This is an optimization exercise on Yosys and OpenROAD, whose aim is small area, not a production implementation.
In this exercise RTL edits were held to simulation tests only and were not proved equivalent to the original.

--- design/flow/constraint.sdc ---
create_clock -name core_clock -period 30.0 [get_ports {clk}]
set_input_delay 6.0000 -clock core_clock [delete_from_list [all_inputs] [get_ports {clk}]]
set_output_delay 6.0000 -clock core_clock [all_outputs]
set_load 0.01 [all_outputs]
--- design/flow/config.mk ---
export PLATFORM = sky130hd
export DESIGN_NAME = ppmdec
export DESIGN_NICKNAME = ppmdec
export VERILOG_FILES = /design/flow/design.v
export SDC_FILE = /design/flow/constraint.sdc
export NUM_CORES = 4
export LEC_CHECK = 0
export CAP_MARGIN = 20
export CORE_MARGIN = 2
export CORE_UTILIZATION = 40
export PLACE_DENSITY = 0.6
export SLEW_MARGIN = 20
--- design/flow/run.sh ---
#!/bin/bash
# synth_recipe.tcl (not shown) runs the flow's synth.tcl, then flattens the netlist and writes it again
# the make line also repeats each setting of config.mk as NAME=value (left out here)
make -C /OpenROAD-flow-scripts/flow DESIGN_CONFIG=/design/flow/config.mk WORK_HOME=/design/flow/orfs CLKGATE_MAP_FILE= SYNTH_SCRIPT=/design/flow/synth_recipe.tcl finish
--- design/flow/design.v ---
module ppmdec (
    input  wire        clk,
    input  wire        rst,           
    input  wire        edge_valid,    
    input  wire [15:0] edge_ts,       
    input  wire        tick,          
    input  wire        frame_ack,     
    input  wire [7:0]  rd_idx,        
    input  wire [63:0] ctl_in,        
    output wire [15:0] rd_cap,
    output wire [15:0] rd_dif,
    output wire        rd_oob,
    output wire [31:0] status,
    output wire [7:0]  qual,
    output wire        failsafe,
    output wire        sig_ok,
    output wire        update_en,
    output wire        frame_ready,
    output wire [63:0] ctl_out,
    output reg  [2:0]  ev_class,
    output reg  [15:0] ev_width
);
    localparam integer N               = 16;
    localparam integer SYNC_GAP        = 8000;
    localparam integer PULSE_MIN       = 1500;
    localparam integer PULSE_MAX       = 4500;
    localparam integer FRAME_READY_IDX = 4;
    localparam integer QUAL_INC        = 10;
    localparam integer QUAL_MAX        = 200;
    localparam integer SIG_OK_MIN      = 100;
    localparam [2:0] EV_NONE    = 3'd0;
    localparam [2:0] EV_NOISE   = 3'd1;
    localparam [2:0] EV_SYNC    = 3'd2;
    localparam [2:0] EV_STORED  = 3'd3;
    localparam [2:0] EV_OVERRUN = 3'd4;
    reg        [15:0] prev_ts;
    reg        [7:0]  idx;
    reg signed [15:0] cap [0:N-1];
    reg signed [15:0] dif [0:N-1];
    reg               frame_rdy_q;
    reg        [7:0]  qual_q;
    wire [15:0] width = (edge_ts <= prev_ts) ? (16'hFFFF - prev_ts) + edge_ts
                                             : edge_ts - prev_ts;
    wire is_sync = (width > SYNC_GAP);
    wire is_data = (width >= PULSE_MIN) && (width <= PULSE_MAX);
    wire in_range = (idx < N);
    wire do_edge  = edge_valid && !rst;
    wire do_store = do_edge && is_data && in_range;
    wire signed [16:0] half    = $signed({2'b00, width[15:1]});
    wire signed [15:0] old_cap = in_range ? cap[idx[3:0]] : 16'sd0;
    wire signed [16:0] delta   = half - old_cap;
    wire signed [16:0] dquant  = (delta / 17'sd3) * 17'sd3;
    wire qinc   = do_edge && is_data;
    wire fr_set = do_store && ((idx + 8'd1) >= FRAME_READY_IDX);
    always @(*) begin
        ev_class = EV_NONE;
        ev_width = 16'd0;
        if (do_edge) begin
            ev_width = width;
            if (is_sync)
                ev_class = EV_SYNC;
            else if (!is_data)
                ev_class = EV_NOISE;
            else if (in_range)
                ev_class = EV_STORED;
            else
                ev_class = EV_OVERRUN;
        end
    end
    wire [8:0] q_plus = {1'b0, qual_q} + QUAL_INC;
    wire [7:0] q1     = qinc ? ((q_plus > QUAL_MAX) ? QUAL_MAX[7:0] : q_plus[7:0]) : qual_q;
    wire [7:0] q2     = (tick && (q1 != 8'd0)) ? q1 - 8'd1 : q1;
    integer i;
    always @(posedge clk) begin
        if (rst) begin
            prev_ts     <= 16'd0;
            idx         <= 8'd0;
            frame_rdy_q <= 1'b0;
            qual_q      <= 8'd0;
            for (i = 0; i < N; i = i + 1) begin
                cap[i] <= 16'sd0;
                dif[i] <= 16'sd0;
            end
        end else begin
            if (edge_valid) begin
                prev_ts <= edge_ts;
                if (is_sync)
                    idx <= 8'd0;
                else if (do_store)
                    idx <= idx + 8'd1;
            end
            if (do_store) begin
                cap[idx[3:0]] <= half[15:0];
                dif[idx[3:0]] <= dquant[15:0];
            end
            qual_q      <= q2;
            frame_rdy_q <= fr_set || (frame_rdy_q && !frame_ack);
        end
    end
    assign rd_oob = (rd_idx >= N);
    assign rd_cap = rd_oob ? 16'd0 : cap[rd_idx[3:0]];
    assign rd_dif = rd_oob ? 16'd0 : dif[rd_idx[3:0]];
    assign qual        = qual_q;
    assign frame_ready = frame_rdy_q;
    assign failsafe    = (qual_q == 8'd0);
    assign sig_ok      = (qual_q > SIG_OK_MIN);
    assign update_en   = frame_rdy_q && !failsafe;
    assign status      = {12'd0, update_en, sig_ok, failsafe, frame_rdy_q, idx, qual_q};
    assign ctl_out = failsafe ? 64'd0 : ctl_in;
endmodule
==> impl_results.md, run 1 <==
* Crit-path most repeated cell: a21oi_1
* Core Footprint at 83400 sq um
* Worst Path Max Fanout at 20
* Final Setup Violations at 0
* Filler cells at 7440
* Clk slew on worst S/H paths at 60 ps
* Starting DRT DRC Count at 2839
* Io pins at 253
* Asr flop ratio synth at 0
* Placed cells at 4111
* Crit. Startpoint: edge_ts[0]
* Area grow syn2layout at 16.0%
* Final WL at 112000 um
* TritonCTS clock tree: yes
* DR vias at 25800
* Initial antenna violation count at 1
* Total gr overflow at 0
* Critical path's top delay family: compound AO/OA/AOI/OAI gates
* CTS buffer count at 56
* Dpl ws at 836 ps
* Final hold viol count at 0
* Final Cycle Share at 0.944
* Cells after synthesis at 2902
* Status: no timing/DRC/antenna violations
* TritonCTS sink count at 533
* Largest net degree at the start of global routing at 68
* Worst Tran Pin Value at 1090 ps
* Die area at 86500 sq um
* Worst setup EP type: register
* Instance count on the critical path at 80
* Max H-tree Level at 2
* Synthesized area at 33600 sq um
* YS warnings at 1
* Buf+Inv Stages, Crit Path at 6
* Commonest cells in the netlist: 570 x nor2_1, 496 x edfxtp_1, 230 x mux4_2
* Reg2Reg Setup Slack at 7300 ps
* Hpwl dp at 70700 um
* Worst hold stages at 2
* Post-Layout Cell Count at 4216
* Clock Skew at 39.2 ps
* # DRC at 0
* Row count at 106
* Number of synthesized flops with an enable pin at 496
* Vias in the first global route at 25700
* RR Endpoint: dif[6][15]
* Slew margin rel. at 0.274
* Post-CTS Setup Inserts at 0
* Layout net count at 3258
* Vias/cell at 6.13
* Top_reg_cell synth: edfxtp_1
* Final Max Tran Viols at 0
* Fmax achieved at 0.0353 GHz
* Worst setup margin at 1680 ps
* Clock period minus worst slack at 28320 ps
* Critical Path AT at 28770 ps
* Hold Slack at 493 ps
* Yosys top cell area share at 0.443
* CP endpoint: dif[6][15]
* Cell with the most instances after synthesis: nor2_1
* Pre-antenna DRT Iters at 5
* Synth area leaders: edfxtp_1 44%, mux4_2 15%, nor2_1 6.4%
* Synth unique cells at 124
* Synth area leader: edfxtp_1
* Avg Inst Size Synth at 11.6 sq um
* Synth Register Bits at 533
* Fin Setup TNS at 0 ps
* Max_cap viols at 0
* Skew-Pair Late Insertion Delay at 640 ps
* Die width at 294 um
* Initial core utilization at 0.403
* RSZ-0062 raised after global routing: no
* GP Congestion at 0.915
* Height of the die at 294 um
* Register area at 15600 sq um
* Fraction of layout cells with a size suffix above 1 at 0.168
* Antenna viol nets, final at 0
* Multi-input gate area at 17100 sq um
* R2R cell count at 78
* Setup crit start kind: input pin
* Hold Crit Class: register to register
* First-pass GRT wire length at 163000 um
* Max Root-Sink Buffers at 3
* Slowest cell on crit path: or4_1
* Worst path max stage delay at 890 ps
* Clock tree root buffer cell: clkbuf_16
* Share of the yosys chip area belonging to registers at 0.465
* Worst EP required at 30450 ps
* All-layer global routing usage at 0.255
* Drt wl/cell at 26.5 um
* Port bufs at 239
* Reg-to-Reg Start: prev_ts[0]
* WS Path Type: input pin to register
what timing repair did:
item | 4_1_cts | 5_1_grt
gates resized for setup | 0 | 6
hold buffers | 0 | 0
setup endpoints to repair | 0 | 16
metrics by stage:
stage | area, sq um | util
after CTS | 39000 | 0.467
after global routing | 39000 | 0.468
after detailed placement | 37200 | 0.446
after floorplan | 33900 | -
final | 39000 | 0.468
after global placement | 37200 | 0.446
per-layer routing:
metal  track usage  part of all wire  vias to the layer above
li1              -                 -                    11300
met1         0.343              0.40                    12900
met2         0.403              0.46                     1482
met3        0.0526              0.10                      248
met4         0.103             0.044                        0
met5             0                 0                        -
kinds of logic after synthesis:
group           count (synthesis)  synth area share
flops                         533             0.465
compound gates                483             0.108
buf+inv                       311            0.0407
simple gates                 1118             0.160
mux                           277             0.169
other cells                     1          0.000111
fa+ha+maj                      76            0.0292
xor+xnor                      103            0.0288
layout make-up:
| class | instances | area share |
|---|---|---|
| clock inverters | 35 | 0.00843 |
| well taps | 1080 | 0.0346 |
| multi-input cells | 2119 | 0.437 |
| inverters | 70 | 0.00673 |
| clock buffers | 69 | 0.0377 |
| diodes | 1 | 0.0000641 |
| repair buffers | 309 | 0.0744 |
| flip-flops and latches | 533 | 0.401 |
worst register-to-register path, delay by kind of cell (launching register included):
family          cells  cell delay (ps)
buf+inv             4              890
simple gates       22             8030
mux                 2              800
fa+ha+maj           7             2560
flops               1              320
xor+xnor            3              520
compound gates     40             9450
registers in the layout, indices dropped and copies added (netlist names), named ones only:
name / count
dif: 256
cap: 240
prev_ts: 16
idx: 8
qual_q: 8
frame_rdy_q: 1
how the worst min path moves through the flow:
| stage | startpoint | endpoint | slack (ps) |
|---|---|---|---|
| floorplan | prev_ts[10] | prev_ts[10] | 460 |
| global placement | prev_ts[6] | prev_ts[6] | 470 |
| detailed placement | prev_ts[6] | prev_ts[6] | 480 |
| CTS | prev_ts[5] | prev_ts[5] | 500 |
| global route | prev_ts[6] | prev_ts[6] | 520 |
| finish | prev_ts[2] | prev_ts[2] | 490 |
cell usage in the layout, fill, tap and decap left out, types with 69 or more instances in the layout:
cell and instances:
a21oi_1 104, inv_1 69, buf_4 71, ha_1 72, nand2_1 123, nor2b_1 107, clkdlybuf4s50_1 234, edfxtp_1 496
mux4_2 230, nor2_1 570
==> run 2, diff against run 1 <==
==> design/flow/design.v (replaced) <==
module ppmdec (
    input  wire        clk,
    input  wire        rst,
    input  wire        edge_valid,
    input  wire [15:0] edge_ts,
    input  wire        tick,
    input  wire        frame_ack,
    input  wire [7:0]  rd_idx,
    input  wire [63:0] ctl_in,
    output wire [15:0] rd_cap,
    output wire [15:0] rd_dif,
    output wire        rd_oob,
    output wire [31:0] status,
    output wire [7:0]  qual,
    output wire        failsafe,
    output wire        sig_ok,
    output wire        update_en,
    output wire        frame_ready,
    output wire [63:0] ctl_out,
    output reg  [2:0]  ev_class,
    output wire [15:0] ev_width
);
    reg  [15:0] prev_ts;
    reg  [4:0]  idx;             
    reg  [10:0] cap_c  [0:15];   
    reg  [10:0] prev_c [0:15];   
    reg         frame_rdy_q;
    reg  [7:0]  qual_q;
    wire [16:0] s     = {1'b0, edge_ts} + {1'b0, ~prev_ts};
    wire [15:0] width = s[15:0] + {15'd0, s[16]};
    wire is_sync  = (width > 16'd8000);
    wire is_data  = (width >= 16'd1500) && (width <= 16'd4500);
    wire in_range = !idx[4];
    wire qinc     = edge_valid && is_data;
    wire do_store = qinc && in_range;
    wire fr_set   = do_store && (idx[3] || idx[2] || (idx[1] && idx[0]));
    always @(*) begin
        if (rst || !edge_valid)
            ev_class = 3'd0;
        else if (is_sync)
            ev_class = 3'd2;
        else if (!is_data)
            ev_class = 3'd1;
        else if (in_range)
            ev_class = 3'd3;
        else
            ev_class = 3'd4;
    end
    assign ev_width = (edge_valid && !rst) ? width : 16'd0;
    wire [7:0] q_plus = qual_q + 8'd10;
    wire [7:0] q1     = qinc ? ((qual_q > 8'd190) ? 8'd200 : q_plus) : qual_q;
    wire [7:0] q2     = (tick && (q1 != 8'd0)) ? q1 - 8'd1 : q1;
    wire [10:0] wcode = rst ? 11'b001_0000_0000 : width[11:1];
    always @(posedge clk) begin
        if (rst) begin
            prev_ts     <= 16'd0;
            idx         <= 5'd0;
            frame_rdy_q <= 1'b0;
            qual_q      <= 8'd0;
        end else begin
            if (edge_valid) begin
                prev_ts <= edge_ts;
                if (is_sync)
                    idx <= 5'd0;
                else if (do_store)
                    idx <= idx + 5'd1;
            end
            qual_q      <= q2;
            frame_rdy_q <= fr_set || (frame_rdy_q && !frame_ack);
        end
    end
    genvar k;
    generate
        for (k = 0; k < 16; k = k + 1) begin : g_slot
            wire we = rst || (do_store && (idx[3:0] == k));
            always @(posedge clk) begin
                if (we) begin
                    cap_c[k]  <= wcode;
                    prev_c[k] <= cap_c[k];
                end
            end
        end
    endgenerate
    assign rd_oob = |rd_idx[7:4];
    wire [10:0] rc = cap_c[rd_idx[3:0]];
    wire [10:0] rp = prev_c[rd_idx[3:0]];
    wire        rc_zero = (rc[10:8] == 3'b001);
    wire        rp_zero = (rp[10:8] == 3'b001);
    wire [11:0] cap12   = {~rc[10] & ~rc[9], rc};
    wire [11:0] prev12  = rp_zero ? 12'd0 : {~rp[10] & ~rp[9], rp};
    wire signed [12:0] d  = $signed({1'b0, cap12}) - $signed({1'b0, prev12});
    wire signed [12:0] dq = (d / 13'sd3) * 13'sd3;
    wire rd_zero = rd_oob || rc_zero;
    assign rd_cap = rd_zero ? 16'd0 : {4'd0, cap12};
    assign rd_dif = rd_zero ? 16'd0 : {{3{dq[12]}}, dq};
    assign qual        = qual_q;
    assign frame_ready = frame_rdy_q;
    assign failsafe    = (qual_q == 8'd0);
    assign sig_ok      = (qual_q > 8'd100);
    assign update_en   = frame_rdy_q && !failsafe;
    assign status      = {12'd0, update_en, sig_ok, failsafe, frame_rdy_q, 3'd0, idx, qual_q};
    assign ctl_out     = failsafe ? 64'd0 : ctl_in;
endmodule
--- a/design/flow/config.mk
+++ b/design/flow/config.mk
@@ -5,8 +5,11 @@
 export SDC_FILE = /design/flow/constraint.sdc
 export NUM_CORES = 4
 export LEC_CHECK = 0
+export ABC_AREA = 1
 export CAP_MARGIN = 20
 export CORE_MARGIN = 2
 export CORE_UTILIZATION = 40
+export CTS_BUF_LIST = sky130_fd_sc_hd__clkbuf_4
+export CTS_CLUSTER_SIZE = 30
 export PLACE_DENSITY = 0.6
 export SLEW_MARGIN = 20
==> run 2 against run 1 <==
Against the previous run: still clean on timing, DRC and antenna; critical path depth increased by 4; first-iteration DRC count decreased by 68%; register-to-register slack improved by 15000 ps; wire length decreased by 53%; global-route usage decreased by 4.1 points; via count decreased by 43%; clock-buffer cell count increased by 75; maximum frequency increased by 18%; non-clock buffer count decreased by 33.
==> impl_results.md, run 2 <==
* Status: no timing/DRC/antenna violations (unchanged)
* Asr flop ratio synth at 0 (unchanged)
* Synthesized area at 19000 sq um (was 33600 sq um)
* Vias in the first global route at 15000 (was 25700)
* Die area at 49300 sq um (was 86500 sq um)
* DR vias at 14700 (was 25800)
* Height of the die at 222 um (was 294 um)
* Final WL at 52400 um (was 112000 um)
* Crit-path most repeated cell: nand2_1 (was a21oi_1)
* # resized after CTS at 0 (unchanged)
* Pre-antenna DRT Iters at 5 (unchanged)
* Synth unique cells at 55 (was 124)
* Starting DRT DRC Count at 903 (was 2839)
* GP Congestion at 0.871 (was 0.915)
* Area grow syn2layout at 23.4% (was 16.0%)
* Cells after synthesis at 1903 (was 2902)
* Clk slew on worst S/H paths at 70 ps (was 60 ps)
* Initial core utilization at 0.406 (was 0.403)
* Row count at 79 (was 106)
* # DRC at 0 (unchanged)
* TritonCTS clock tree: yes (unchanged)
* Commonest cells in the netlist: 408 x nand2_1, 352 x edfxtp_1, 247 x inv_1 (was 570 x nor2_1, 496 x edfxtp_1, 230 x mux4_2)
* Core Footprint at 46800 sq um (was 83400 sq um)
* Top Registers: cap_c: 176 flops, prev_c: 176 flops, prev_ts: 16 flops (was dif: 256 flops, cap: 240 flops, prev_ts: 16 flops)
* Fin Setup TNS at 0 ps (unchanged)
* Share of the yosys chip area belonging to registers at 0.588 (was 0.465)
* Post-Layout Cell Count at 2882 (was 4216)
* TritonCTS sink count at 382 (was 533)
* Fmax achieved at 0.0418 GHz (was 0.0353 GHz)
* All-layer global routing usage at 0.214 (was 0.255)
* Total gr overflow at 0 (unchanged)
* Clock period minus worst slack at 23930 ps (was 28320 ps)
* Final Max Tran Viols at 0 (unchanged)
* Skew-Pair Late Insertion Delay at 810 ps (was 640 ps)
* Most frequent cells in the layout: 408 x nand2_1, 352 x edfxtp_1, 246 x inv_1 (was 570 x nor2_1, 496 x edfxtp_1, 234 x clkdlybuf4s50_1)
* Synth area leader: edfxtp_1 (unchanged)
* Slew margin rel. at 0.346 (was 0.274)
* RSZ-0062 raised after global routing: no (unchanged)
* YS warnings at 3 (was 1)
* Worst path max stage delay at 580 ps (was 890 ps)
* Vias/cell at 5.11 (was 6.13)
* First-pass GRT wire length at 81300 um (was 163000 um)
* Final Setup Violations at 0 (unchanged)
* Hold Crit Class: register to register (unchanged)
* Number of synthesized flops with an enable pin at 352 (was 496)
* Final Cycle Share at 0.798 (was 0.944)
* Crit. Startpoint: rd_idx[2] (was edge_ts[0])
* Commonest non-fill, non-tap cell in the layout: nand2_1 (was nor2_1)
* WS Path Type: input pin to output pin (was input pin to register)
* Final hold viol count at 0 (unchanged)
* Avg Inst Size Synth at 9.98 sq um (was 11.6 sq um)
* Post-CTS Setup Inserts at 0 (unchanged)
* Antenna viol nets, final at 0 (unchanged)
* Reg-to-Reg Start: prev_ts[0] (unchanged)
* Worst Path Max Fanout at 22 (was 20)
* Worst EP required at 24000 ps (was 30450 ps)
* Top_reg_cell synth: edfxtp_1 (unchanged)
* Yosys top cell area share at 0.556 (was 0.443)
* CTS hold repair buffers at 0 (unchanged)
* Port bufs at 233 (was 239)
* Max_cap viols at 0 (unchanged)
* Hpwl dp at 37600 um (was 70700 um)
* Reg2Reg Setup Slack at 22560 ps (was 7300 ps)
* Synth area leaders: edfxtp_1 56%, nand2_1 8.1%, inv_1 4.9% (was edfxtp_1 44%, mux4_2 15%, nor2_1 6.4%)
* Max Root-Sink Buffers at 3 (unchanged)
* Max H-tree Level at 3 (was 2)
* Die width at 222 um (was 294 um)
* CTS buffer count at 98 (was 56)
* Drt wl/cell at 18.2 um (was 26.5 um)
* Cell with the most instances after synthesis: nand2_1 (was nor2_1)
* Setup crit start kind: input pin (unchanged)
* RR Endpoint: prev_c[14][7] (was dif[6][15])
* Clock Skew at 58.9 ps (was 39.2 ps)
* Placed cells at 2715 (was 4111)
* Layout net count at 2366 (was 3258)
* Worst setup EP type: output pin (was register)
* CP endpoint: rd_dif[13] (was dif[6][15])
* Slowest cell on crit path: clkdlybuf4s50_1 (was or4_1)
* Largest net degree at the start of global routing at 68 (unchanged)
* Synth Register Bits at 382 (was 533)
* Worst Tran Pin Value at 979 ps (was 1090 ps)
* Clock tree root buffer cell: clkbuf_4 (was clkbuf_16)
* Critical Path AT at 17930 ps (was 28770 ps)
* R2R cell count at 39 (was 78)
* Initial antenna violation count at 1 (unchanged)
* Fraction of layout cells with a size suffix above 1 at 0.119 (was 0.168)
* Io pins at 253 (unchanged)
## run 2: per-stage QoR
step	hold WS, ps	util	cell area [sq um]	setup WS (ps)
final	401	0.501	23400	6070
after global routing	413	0.501	23400	4650
after CTS	407	0.501	23400	5930
after detailed placement	432	0.476	22200	5970
after global placement	429	0.476	22200	6340
after floorplan	422	-	19100	8780
## run 2: layout make-up
cell class / count / area (sq um)
fill: 4316 / 23300
antenna: 1 / 2.50
sequential: 382 / 11200
inverter: 260 / 976
clock buffer: 144 / 1080
tap: 607 / 759
timing repair buffer: 276 / 2660
clock inverter: 22 / 103
multi-input combinational: 1190 / 6690
## run 2: logic make-up (layout without fill, tap and decap cells)
family,count (synthesis),count (layout),share of synthesized area
simple gates,815,815,0.183
flops,382,382,0.588
buf+inv,349,702,0.0761
compound gates,241,241,0.0850
fa+ha+maj,65,65,0.0440
xor+xnor,50,50,0.0234
other cells,1,20,0.000197
## run 2: critical path, delay by kind of cell
| kind | cells | cell delay, ps |
|---|---|---|
| xor gates and xnor gates | 2 | 310 |
| and+or+nand+nor | 49 | 4970 |
| buffers and inverters | 15 | 2200 |
| adders and majority gates | 8 | 2240 |
| AOI/OAI and AO/OA | 10 | 2200 |
## run 2: routing by layer
metal | share of wire | vias to the layer above | global-route usage
li1 | - | 7132 | -
met2 | 0.50 | 581 | 0.374
met4 | 0.027 | 0 | 0.0793
met5 | 0 | - | 0
met1 | 0.40 | 6956 | 0.255
met3 | 0.078 | 70 | 0.0510
## run 2: worst min path at each step
stage	endpoint	cells after the start	from	slack, ps
floorplan	prev_c[0][0]	0	cap_c[0][0]	420
global placement	prev_c[8][7]	0	cap_c[8][7]	430
CTS	prev_c[1][5]	0	cap_c[1][5]	410
finish	prev_c[1][5]	0	cap_c[1][5]	400
detailed placement	prev_c[5][1]	0	cap_c[5][1]	430
global route	prev_c[1][5]	0	cap_c[1][5]	410
==> run 3, diff against run 2 <==
--- a/design/flow/config.mk
+++ b/design/flow/config.mk
@@ -9,7 +9,5 @@
 export CAP_MARGIN = 20
 export CORE_MARGIN = 2
 export CORE_UTILIZATION = 40
-export CTS_BUF_LIST = sky130_fd_sc_hd__clkbuf_4
-export CTS_CLUSTER_SIZE = 30
 export PLACE_DENSITY = 0.6
 export SLEW_MARGIN = 20
==> run 3 against run 2 <==
Against the previous run: largest cell class unchanged; critical endpoint unchanged; still clean on timing, DRC and antenna; setup slack worse by 61 ps; highest routed layer unchanged; maximum frequency decreased by 0.26%; global-route usage is 0.42 points lower; synthesized cell count is the same.
==> impl_results.md, run 3 <==
* Status: no timing/DRC/antenna violations (unchanged)
* YS warnings at 3 (unchanged)
* Skew-Pair Late Insertion Delay at 550 ps (was 810 ps)
* Synth area leader: edfxtp_1 (unchanged)
* Worst EP required at 24000 ps (about the same)
* Clk slew on worst S/H paths at 60 ps (was 70 ps)
* CTS buffer count at 41 (was 98)
* Max_cap viols at 0 (unchanged)
* Wire length on met2 at 25500 um (was 26000 um)
* Post-Layout Cell Count at 2789 (was 2882)
* Starting DRT DRC Count at 1012 (was 903)
* Worst Tran Pin Value at 979 ps (about the same)
* All-layer global routing usage at 0.209 (was 0.214)
* Clock tree root buffer cell: clkbuf_16 (was clkbuf_4)
* Hold Crit Class: register to register (unchanged)
* First-pass GRT wire length at 80300 um (was 81300 um)
* Pre-antenna DRT Iters at 8 (was 5)
* Critical Path AT at 17990 ps (was 17930 ps)
* Height of the die at 222 um (unchanged)
* Synth unique cells at 55 (unchanged)
* Placed cell areas at 22200 sq um (unchanged)
* Hold Slack at 435 ps (was 401 ps)
* Fin Setup TNS at 0 ps (unchanged)
* Slew margin rel. at 0.347 (was 0.346)
* Placed cells at 2715 (unchanged)
* DR vias at 14400 (was 14700)
* Clock Skew at 17.4 ps (was 58.9 ps)
* Metal-1 WL at 21200 um (was 20900 um)
* Synth area leaders: edfxtp_1 56%, nand2_1 8.1%, inv_1 4.9% (unchanged)
* Setup crit start kind: input pin (unchanged)
* Post-CTS Setup Inserts at 0 (unchanged)
* RSZ-0062 raised after global routing: no (unchanged)
* Cells after synthesis at 1903 (unchanged)
* Top Registers: cap_c: 176 flops, prev_c: 176 flops, prev_ts: 16 flops (unchanged)
* Critical path's top delay family: simple AND/OR/NAND/NOR gates (unchanged)
* Commonest non-fill, non-tap cell in the layout: nand2_1 (unchanged)
* Most frequent cells in the layout: 408 x nand2_1, 352 x edfxtp_1, 246 x inv_1 (unchanged)
* TritonCTS clock tree: yes (unchanged)
* Final hold viol count at 0 (unchanged)
* Initial core utilization at 0.406 (unchanged)
* Clock period minus worst slack at 23990 ps (was 23930 ps)
* Final WL at 51800 um (was 52400 um)
* Final Max Tran Viols at 0 (unchanged)
* Number of synthesized flops with an enable pin at 352 (unchanged)
* # resized after CTS at 0 (unchanged)
* Vias in the first global route at 14600 (was 15000)
* Max Root-Sink Buffers at 3 (unchanged)
* Cell with the most instances after synthesis: nand2_1 (unchanged)
* Max H-tree Level at 2 (was 3)
* Port bufs at 233 (unchanged)
* Slowest cell on crit path: a2111oi_0 (was clkdlybuf4s50_1)
* Io pins at 253 (unchanged)
* CTS hold repair buffers at 0 (unchanged)
* Drt wl/cell at 18.6 um (was 18.2 um)
* Die area at 49300 sq um (unchanged)
* Met3 WL at 3490 um (was 4070 um)
* TritonCTS sink count at 382 (unchanged)
* Share of the yosys chip area belonging to registers at 0.588 (unchanged)
* Layout net count at 2310 (was 2366)
* Antenna viol nets, final at 0 (unchanged)
* # DRC at 0 (unchanged)
* Worst Path Max Fanout at 22 (unchanged)
* Worst setup EP type: output pin (unchanged)
* Fraction of layout cells with a size suffix above 1 at 0.0797 (was 0.119)
* N_diodes at 0 (was 1)
* Avg Inst Size Synth at 9.98 sq um (unchanged)
* Total gr overflow at 0 (unchanged)
* Synth Register Bits at 382 (unchanged)
* Top_reg_cell synth: edfxtp_1 (unchanged)
* Final Cycle Share at 0.800 (was 0.798)
* Uppermost layer routed: met4 (unchanged)
* Largest net degree at the start of global routing at 68 (unchanged)
* Initial antenna violation count at 0 (was 1)
* Final Setup Violations at 0 (unchanged)
* Area grow syn2layout at 24.3% (was 23.4%)
* Vias/cell at 5.17 (was 5.11)
* WS Path Type: input pin to output pin (unchanged)
* Commonest cells in the netlist: 408 x nand2_1, 352 x edfxtp_1, 247 x inv_1 (unchanged)
* Worst path max stage delay at 590 ps (was 580 ps)
* Asr flop ratio synth at 0 (unchanged)
* Core Footprint at 46800 sq um (unchanged)
* Finished Cell Area at 23600 sq um (was 23400 sq um)
* Fmax achieved at 0.0417 GHz (was 0.0418 GHz)
* Crit-path most repeated cell: nand2_1 (unchanged)
* Die width at 222 um (unchanged)
* Synthesized area at 19000 sq um (unchanged)
* Yosys top cell area share at 0.556 (unchanged)
* Hpwl dp at 37600 um (unchanged)
* GP Congestion at 0.871 (unchanged)
* Row count at 79 (unchanged)
* Buf+Inv Stages, Crit Path at 15 (unchanged)
## run 3: cell counts after synthesis
Identical to the previous run, type by type.
## run 3: final timing paths
check	from	slack (ps)	depth (start not counted)	endpoint
hold / removal	cap_c[3][10]	440	0	prev_c[3][10]
hold reg to reg	cap_c[3][10]	440	0	prev_c[3][10]
setup reg to reg	prev_ts[0]	22590	39	prev_c[14][1]
setup / recovery	rd_idx[2]	6010	84	rd_dif[13]
## run 3: logic make-up (layout without fill, tap and decap cells)
family,count (synthesis),after routing,share of synthesized area
adders and majority gates,65,65,0.0440
xor gates and xnor gates,50,50,0.0234
AOI/OAI and AO/OA,241,241,0.0850
other,1,19,0.000197
buffers and inverters,349,610,0.0761
DFF,382,382,0.588
and+or+nand+nor,815,815,0.183
## run 3: cell type report
| type | count | area, sq um |
|---|---|---|
| multi-input combinational | 1190 | 6690 |
| tap | 607 | 759 |
| clock buffer | 50 | 1060 |
| timing repair buffer | 277 | 2670 |
| fill | 4232 | 23100 |
| sequential | 382 | 11200 |
| inverter | 260 | 976 |
| clock inverter | 23 | 288 |
## run 3: through the flow
stage               worst slack [ps]   util
finish                          6010  0.505
global route                    4650  0.505
CTS                             5930  0.505
global placement                6340  0.476
detailed placement              5970  0.476
floorplan                       8780      -
## run 3: metal layers
metal  GRT usage  up-vias
met2       0.373      547
met5           0        -
met4      0.0691        0
met1       0.257     6835
met3      0.0375       80
li1            -     6953
==> run 4, diff against run 3 <==
--- a/design/flow/config.mk
+++ b/design/flow/config.mk
@@ -9,5 +9,6 @@
 export CAP_MARGIN = 20
 export CORE_MARGIN = 2
 export CORE_UTILIZATION = 40
+export CTS_BUF_LIST = sky130_fd_sc_hd__clkbuf_8
 export PLACE_DENSITY = 0.6
 export SLEW_MARGIN = 20
==> run 4 against run 3 <==
Against the previous run: wire length rose by 1.4%; largest cell class unchanged; die area unchanged; highest routed layer unchanged; sequential cell count stayed put; core utilization fell by 0.24 points; synthesized cell count is the same; critical path type unchanged; non-clock buffer count did not move; sequential share of layout area grew 0.23 points.
==> impl_results.md, run 4 <==
* Status: no timing/DRC/antenna violations (unchanged)
* Synth Register Bits at 382 (unchanged)
* YS warnings at 3 (unchanged)
* Max Root-Sink Buffers at 3 (unchanged)
* Pre-antenna DRT Iters at 6 (was 8)
* Final Cycle Share at 0.801 (was 0.800)
* Dpl ws at 5970 ps (unchanged)
* Worst Tran Pin Value at 965 ps (was 979 ps)
* Synth area leader: edfxtp_1 (unchanged)
* Hold Crit Class: register to register (unchanged)
* DR vias at 14700 (was 14400)
* Die width at 222 um (unchanged)
* Largest net degree at the start of global routing at 68 (unchanged)
* Worst setup margin at 5960 ps (was 6010 ps)
* Final WL at 52500 um (was 51800 um)
* Yosys top cell area share at 0.556 (unchanged)
* Drt wl/cell at 18.5 um (was 18.6 um)
* Port bufs at 233 (unchanged)
* Share of the yosys chip area belonging to registers at 0.588 (unchanged)
* Core Footprint at 46800 sq um (unchanged)
* Uppermost layer routed: met4 (unchanged)
* Synth unique cells at 55 (unchanged)
* Max H-tree Level at 3 (was 2)
* Initial core utilization at 0.406 (unchanged)
* TritonCTS clock tree: yes (unchanged)
* Clock tree root buffer cell: clkbuf_8 (was clkbuf_16)
* Vias/cell at 5.21 (was 5.17)
* RSZ-0062 raised after global routing: no (unchanged)
* Worst path max stage delay at 590 ps (about the same)
* TritonCTS sink count at 382 (unchanged)
* Finished Cell Area at 23500 sq um (was 23600 sq um)
* Total gr overflow at 0 (unchanged)
* Number of synthesized flops with an enable pin at 352 (unchanged)
* Worst EP required at 24000 ps (about the same)
* Critical Path AT at 18040 ps (was 17990 ps)
* Final Setup Violations at 0 (unchanged)
* Slew margin rel. at 0.356 (was 0.347)
* Vias in the first global route at 14900 (was 14600)
* Cell with the most instances after synthesis: nand2_1 (unchanged)
* Commonest non-fill, non-tap cell in the layout: nand2_1 (unchanged)
* Post-Layout Cell Count at 2833 (was 2789)
* Crit-path most repeated cell: nand2_1 (unchanged)
* CTS hold repair buffers at 0 (unchanged)
* # DRC at 0 (unchanged)
* Starting DRT DRC Count at 978 (was 1012)
* All-layer global routing usage at 0.213 (was 0.209)
* Final hold viol count at 0 (unchanged)
* Fin Setup TNS at 0 ps (unchanged)
* Synth area leaders: edfxtp_1 56%, nand2_1 8.1%, inv_1 4.9% (unchanged)
* Met3 WL at 3820 um (was 3490 um)
* Slowest cell on crit path: a2111oi_0 (unchanged)
* Wire length on met2 at 25900 um (was 25500 um)
* Synthesized area at 19000 sq um (unchanged)
* First-pass GRT wire length at 81100 um (was 80300 um)
* Final Max Tran Viols at 0 (unchanged)
* Clock period minus worst slack at 24040 ps (was 23990 ps)
* Post-CTS Setup Inserts at 0 (unchanged)
* Height of the die at 222 um (unchanged)
* Clock Skew at 32.8 ps (was 17.4 ps)
* Cells after synthesis at 1903 (unchanged)
* Most frequent cells in the layout: 408 x nand2_1, 352 x edfxtp_1, 269 x inv_1 (was 408 x nand2_1, 352 x edfxtp_1, 246 x inv_1)
* # resized after CTS at 0 (unchanged)
* Fmax achieved at 0.0416 GHz (was 0.0417 GHz)
* Area grow syn2layout at 23.7% (was 24.3%)
* Layout net count at 2335 (was 2310)
* Metal-1 WL at 20900 um (was 21200 um)
* Worst setup EP type: output pin (unchanged)
* Io pins at 253 (unchanged)
* Antenna viol nets, final at 0 (unchanged)
* Top_reg_cell synth: edfxtp_1 (unchanged)
* Asr flop ratio synth at 0 (unchanged)
* Placed cell areas at 22200 sq um (unchanged)
* Placed cells at 2715 (unchanged)
* Clk slew on worst S/H paths at 60 ps (about the same)
* Row count at 79 (unchanged)
* Top Registers: cap_c: 176 flops, prev_c: 176 flops, prev_ts: 16 flops (unchanged)
* Fraction of layout cells with a size suffix above 1 at 0.0903 (was 0.0797)
* Initial antenna violation count at 1 (was 0)
* Setup crit start kind: input pin (unchanged)
* Avg Inst Size Synth at 9.98 sq um (unchanged)
* GP Congestion at 0.871 (unchanged)
* CTS buffer count at 66 (was 41)
* Skew-Pair Late Insertion Delay at 620 ps (was 550 ps)
* Commonest cells in the netlist: 408 x nand2_1, 352 x edfxtp_1, 247 x inv_1 (unchanged)
* Die area at 49300 sq um (unchanged)
* Worst Path Max Fanout at 22 (unchanged)
* WS Path Type: input pin to output pin (unchanged)
* Hpwl dp at 37600 um (unchanged)
* Max_cap viols at 0 (unchanged)
[run 4: cell types whose count changed in the layout (fill, tap and decap cells not counted), moves of 2 or more]
cell | before | now
inv_6 | 0 | 2
clkbuf_1 | 9 | 0
bufinv_16 | 5 | 3
clkbuf_16 | 41 | 0
clkbuf_8 | 0 | 69
clkinv_1 | 11 | 13
inv_1 | 246 | 269
clkinv_2 | 2 | 5
[run 4: worst max-delay path: cells and delay by family]
family / cells / cell delay (ps)
AOI/OAI and AO/OA: 10 / 2240
and+or+nand+nor: 49 / 4970
adders and majority gates: 8 / 2260
xor gates and xnor gates: 2 / 310
buffers and inverters: 15 / 2200
[run 4: cell families after synthesis]
logic type	Yosys count	synth area share
buffers and inverters	349	0.0761
other	1	0.000197
AND/OR/NAND/NOR	815	0.183
flip-flops	382	0.588
AO/OA/AOI/OAI	241	0.0850
adder cells (fa/ha/maj)	65	0.0440
XOR/XNOR	50	0.0234
[run 4: path summary, 6_finish.rpt]
path	start	to	slack, ps	cells past startpoint
min	cap_c[12][5]	prev_c[12][5]	430	0
max reg2reg	prev_ts[0]	prev_c[14][3]	22540	39
min reg2reg	cap_c[12][5]	prev_c[12][5]	430	0
max	rd_idx[2]	rd_dif[13]	5960	84
[run 4: area by class of cell]
| type | count | area, sq um |
|---|---|---|
| multi-input cells | 1190 | 6690 |
| clock buffers | 69 | 950 |
| fillers | 4272 | 23300 |
| clock inverters | 47 | 283 |
| well taps | 607 | 759 |
| diodes | 1 | 2.50 |
| flip-flops and latches | 382 | 11200 |
| inverters | 260 | 976 |
| repair buffers | 277 | 2670 |
[run 4: metrics by stage]
step	hold WS (ps)	util
after floorplan	422	-
after global placement	429	0.476
after detailed placement	432	0.476
after CTS	434	0.502
after global routing	437	0.503
final	434	0.503
[run 4: routing by layer]
metal,vias up,track usage
met5,-,0
met4,0,0.0898
met3,97,0.0448
met2,594,0.373
met1,7043,0.254
li1,7013,-

static timing again, ports no longer ideal:
The results above use ideal ports. As a check the final layouts listed here were re-extracted and re-timed, cells and wires unchanged. Step 1 sets driving cells, clkbuf_16 on the clock port and buf_2 on the other inputs (assumed; they add their load-dependent delay and slew). Step 2 adds t to the input delays and takes it off the output delays; t is the mean of the earliest and latest rising clock arrival at the registers after step 1. Input paths then give back, and output paths get back, about the clock's delay inside the block. Slacks: ideal / step 1 / step 2; pairs: ideal / step 1.
| run | t, ns | setup slack, ns | latest minus earliest clock arrival (ns) | cell pins on the clock port's net |
|---|---|---|---|---|
| run 1 | 0.690 | 1.676 / 1.715 / 1.026 | 0.039 / 0.039 | 1 |
| run 2 | 0.830 | 6.067 / 6.017 / 6.017 | 0.060 / 0.060 | 1 |
| run 3 | 0.601 | 6.006 / 5.954 / 5.954 | 0.020 / 0.019 | 1 |
| run 4 | 0.655 | 5.961 / 5.909 / 5.909 | 0.038 / 0.038 | 1 |
After both steps setup and hold are still met in every run listed. The setup slack of run 1, which loses most, moves by +0.039 ns with the drivers and by -0.650 ns with both steps.
